This design comes from an exercise in tuning for small area, a short achievable clock period and few clock cycles on the open sky130 flow, not from production work. At most, simulation tests tie the RTL to the original design; equivalence was not proved. No activity file was given, so power comes from the tool's default toggle rates.

## before
==> flow/design.v (excerpt) <==
module gmc4_core (
    input  wire       clk,
    input  wire       rst,
    input  wire       cmd_valid,
    output wire       cmd_ready,
    input  wire [2:0] cmd_op,
    input  wire [7:0] cmd_addr,
    input  wire [3:0] cmd_data,
    output reg  [3:0] rdata,
    output reg  [4:0] step_delay,
    output reg  [3:0] reg_a,
    output reg  [3:0] reg_b,
    output reg  [3:0] reg_y,
    output reg  [3:0] reg_z,
    output reg  [6:0] pc,
    output reg        flag,
    output reg  [3:0] display,
    output reg  [6:0] leds,
    output reg  [4:0] sound,
    output reg        halted,
    output reg        waiting
);
For scale: about 2200 cells after synthesis, about 610 flip-flops, about 70 I/O pins, about 30000 µm² of cells after synthesis.
==> flow/config.mk <==
export PLATFORM = sky130hd
export DESIGN_NAME = gmc4_core
export DESIGN_NICKNAME = gmc4_core
export VERILOG_FILES = /design/flow/design.v
export SDC_FILE = /design/flow/constraint.sdc
export NUM_CORES = 4
export LEC_CHECK = 0
export CAP_MARGIN = 20
export CORE_MARGIN = 2
export CORE_UTILIZATION = 60
export SLEW_MARGIN = 20
==> flow/constraint.sdc <==
create_clock -name core_clock -period 12.0 [get_ports {clk}]
set_input_delay 2.4000 -clock core_clock [delete_from_list [all_inputs] [get_ports {clk}]]
set_output_delay 2.4000 -clock core_clock [all_outputs]
set_load 0.01 [all_outputs]
standard.sh (not shown) runs the stock make flow with config.mk's settings and CLKGATE_MAP_FILE= SYNTH_SCRIPT=/design/flow/synth_recipe.tcl, a recipe that flattens the netlist after the stock synthesis.
==> flow/flow/run.sh <==
#!/bin/bash
# Standard layout (the standard.sh: unchanged synthesis, floorplan, place,
# CTS, route), with the resizer's setup target tightened: repair_timing works
# until the setup slack is at least SETUP_SLACK_MARGIN. The clock period and
# the constraints stay the design's. Each tool's output is in orfs/logs/.
set -euo pipefail
bash standard.sh SETUP_SLACK_MARGIN=7.5 finish > standard.log 2>&1
Testbench counts of before, summed over its fixed seeds: cycles 42,055.
Relative to before, the following input files were edited for after:
--- a/flow/design.v
+++ b/flow/design.v
@@ -75,76 +75,86 @@
     wire [4:0] sum_am = {1'b0, reg_a} + {1'b0, m};
     wire [4:0] dif_am = {1'b0, reg_a} - {1'b0, m};
     wire [4:0] sum_ai = {1'b0, reg_a} + {1'b0, n1};
     wire [4:0] sum_yi = {1'b0, reg_y} + {1'b0, n1};
     wire [5:0] dem_m    = (m > 4'd9) ? ({2'b00, m} - 6'd6) : {2'b00, m};
     wire [5:0] dem_d    = dem_m - {2'b00, reg_a};
     wire [5:0] dem_sub  = dem_d[5] ? (dem_d + 6'd10) : dem_d;
     wire [5:0] dep_s    = {2'b00, m} + {2'b00, reg_a};
     wire [5:0] dep_add  = (dep_s > 6'd9) ? (dep_s + 6'd6) : dep_s;
     wire is_step = accept && cmd_op == CMD_STEP;
     wire exec    = is_step && !halted && !(waiting && !key_valid);
     wire       is_set  = accept && cmd_op == CMD_SET && !cmd_addr[7];
-    wire       win_we  = exec && (op == 4'h4 || (op == 4'hE && n1[3:1] == 3'b111));
-    wire [3:0] win_wd  = (op == 4'h4) ? reg_a : (n1[0] ? dep_add[3:0] : dem_sub[3:0]);
+    wire       win_op  = (op == 4'h4) || (op == 4'hE && n1[3:1] == 3'b111);
+    wire [3:0] win_wd  = !win_op ? m :
+                         (op == 4'h4) ? reg_a : (n1[0] ? dep_add[3:0] : dem_sub[3:0]);
     wire [3:0] set_wd  = hard_rst ? 4'hF : cmd_data;
     wire [3:0] wwin_wd = hard_rst ? 4'hF : ((cmd_op == CMD_SET) ? cmd_data : win_wd);
     generate
         for (gi = 0; gi < 128; gi = gi + 1) begin : g_cell
             if (gi >= 8'h50 && gi < 8'h60) begin : g_w
                 wire we = hard_rst || (is_set && cmd_addr[6:0] == gi)
-                          || (win_we && reg_y == (gi - 8'h50));
+                          || (exec && reg_y == (gi - 8'h50));
                 always @(posedge clk)
                     if (we) mem[4*gi +: 4] <= wwin_wd;
             end else begin : g_n
                 wire we = hard_rst || (is_set && cmd_addr[6:0] == gi);
                 always @(posedge clk)
                     if (we) mem[4*gi +: 4] <= set_wd;
             end
         end
     endgenerate
     wire ka_take = key_valid || runlatch;
-    wire [6:0] pc1 = pc + 7'd1;
-    wire [6:0] pc2 = pc + 7'd2;
-    wire [6:0] pc3 = pc + 7'd3;
+    wire [4:0] p0 = pc[6:2];
+    wire [4:0] p1 = p0 + 5'd1;
+    wire [4:0] p2 = p0 + 5'd2;
+    wire [2:0] l1 = {1'b0, pc[1:0]} + 3'd1;
+    wire [2:0] l2 = {1'b0, pc[1:0]} + 3'd2;
+    wire [2:0] l3 = {1'b0, pc[1:0]} + 3'd3;
+    wire [6:0] pc1 = {l1[2] ? p1 : p0, l1[1:0]};
+    wire [6:0] pc2 = {l2[2] ? p1 : p0, l2[1:0]};
+    wire [6:0] pc3 = {l3[2] ? p1 : p0, l3[1:0]};
     wire [6:0] tgt = {n1[2:0], n2};
     reg  [6:0] npc;
     always @(*) begin
         if (op == 4'hF)
             npc = flag ? tgt : pc3;
         else if (op[3])
             npc = pc2;
         else if (op == 4'h0 && !ka_take)
             npc = pc;
         else
             npc = pc1;
     end
-    function [19:0] rows;
-        input [6:0] x;
-        reg   [4:0] r0, r1;
+    function [19:0] rows_of;
+        input [1:0] lo;
+        input [1:0] k;
+        input [4:0] r0, r1, r2;
+        integer b;
+        reg [3:0] t;
         begin
-            r0 = x[6:2];
-            r1 = x[6:2] + 5'd1;
-            rows = {r0,
-                    (x[1:0] > 2'd2) ? r1 : r0,
-                    (x[1:0] > 2'd1) ? r1 : r0,
-                    (x[1:0] > 2'd0) ? r1 : r0};
+            for (b = 0; b < 4; b = b + 1) begin
+                t = {2'b00, lo} + {2'b00, k} + 4'd3 - b;
+                rows_of[5*b +: 5] = t[3] ? r2 : (t[2] ? r1 : r0);
+            end
         end
     endfunction
-    wire [19:0] rows_pc  = rows(pc);
-    wire [19:0] rows_pc1 = rows(pc1);
-    wire [19:0] rows_pc2 = rows(pc2);
-    wire [19:0] rows_pc3 = rows(pc3);
-    wire [19:0] rows_tgt = rows(tgt);
-    wire [19:0] rows_get = rows(cmd_addr[6:0]);
+    wire [4:0]  t1  = tgt[6:2] + 5'd1;
+    wire [4:0]  g1  = cmd_addr[6:2] + 5'd1;
+    wire [19:0] rows_pc  = rows_of(pc[1:0], 2'd0, p0, p1, p2);
+    wire [19:0] rows_pc1 = rows_of(pc[1:0], 2'd1, p0, p1, p2);
+    wire [19:0] rows_pc2 = rows_of(pc[1:0], 2'd2, p0, p1, p2);
+    wire [19:0] rows_pc3 = rows_of(pc[1:0], 2'd3, p0, p1, p2);
+    wire [19:0] rows_tgt = rows_of(tgt[1:0], 2'd0, tgt[6:2], t1, t1);
+    wire [19:0] rows_get = rows_of(cmd_addr[1:0], 2'd0, cmd_addr[6:2], g1, g1);
     reg  [19:0] nrows;
     always @(*) begin
         if (op == 4'hF)
             nrows = flag ? rows_tgt : rows_pc3;
         else if (op[3])
             nrows = rows_pc2;
         else if (op == 4'h0 && !ka_take)
             nrows = rows_pc;
         else
             nrows = rows_pc1;
     end
     always @(posedge clk) begin
Notes after the runs:
The global-route wire length before repair in after was higher than what before gave.
Re count of non-filler cells in the finished layout: before was lower than after.
In after the post-synthesis cell count turned out about 2% higher than in before.
Comparing effective utilization at floorplan for before and after, the bigger number came from after.
Maximum frequency (higher): before
Against before, die width in after rose slightly.
As far as cell area after layout is concerned, after and before perform about the same.
after vs before, count of buffers not belonging to the clock network in the layout went down by about 11%.
Compare before and after | via count lower: before
Delta (after minus before): total nets after synthesis grew by about 2.4%; sequential power now smaller.
Part of the total power dissipated in sequential elements (lower): before
No functional check of the RTL was part of after.

[re-timing with driven ports]
Ports are ideal in the flow. The routed layouts listed here were re-timed in OpenROAD.
Step 1: set_driving_cell puts a clkbuf_16 on clk and a buf_2 on each other input, an assumption about the parent block.
Step 2, shift: input delay + t, output delay - t, t = (earliest + latest rising clock arrival at the registers) / 2. This alone moves slack from input paths to output paths.
a / b / c = no drivers / after step 1 / after step 2; a / b = the first two.
run | t (ns) | setup WS [ns] | clock arrival spread, ns | worst slew at a driven data input, ns
before | 0.690 | 7.487 / 7.427 / 6.875 | 0.018 / 0.018 | 0.04
after | 0.714 | 7.459 / 7.481 / 6.785 | 0.044 / 0.043 | 0.07
After both steps every run listed still meets setup and hold. The setup slack of after, which loses most, moves by +0.022 ns with the drivers and by -0.674 ns with both steps.
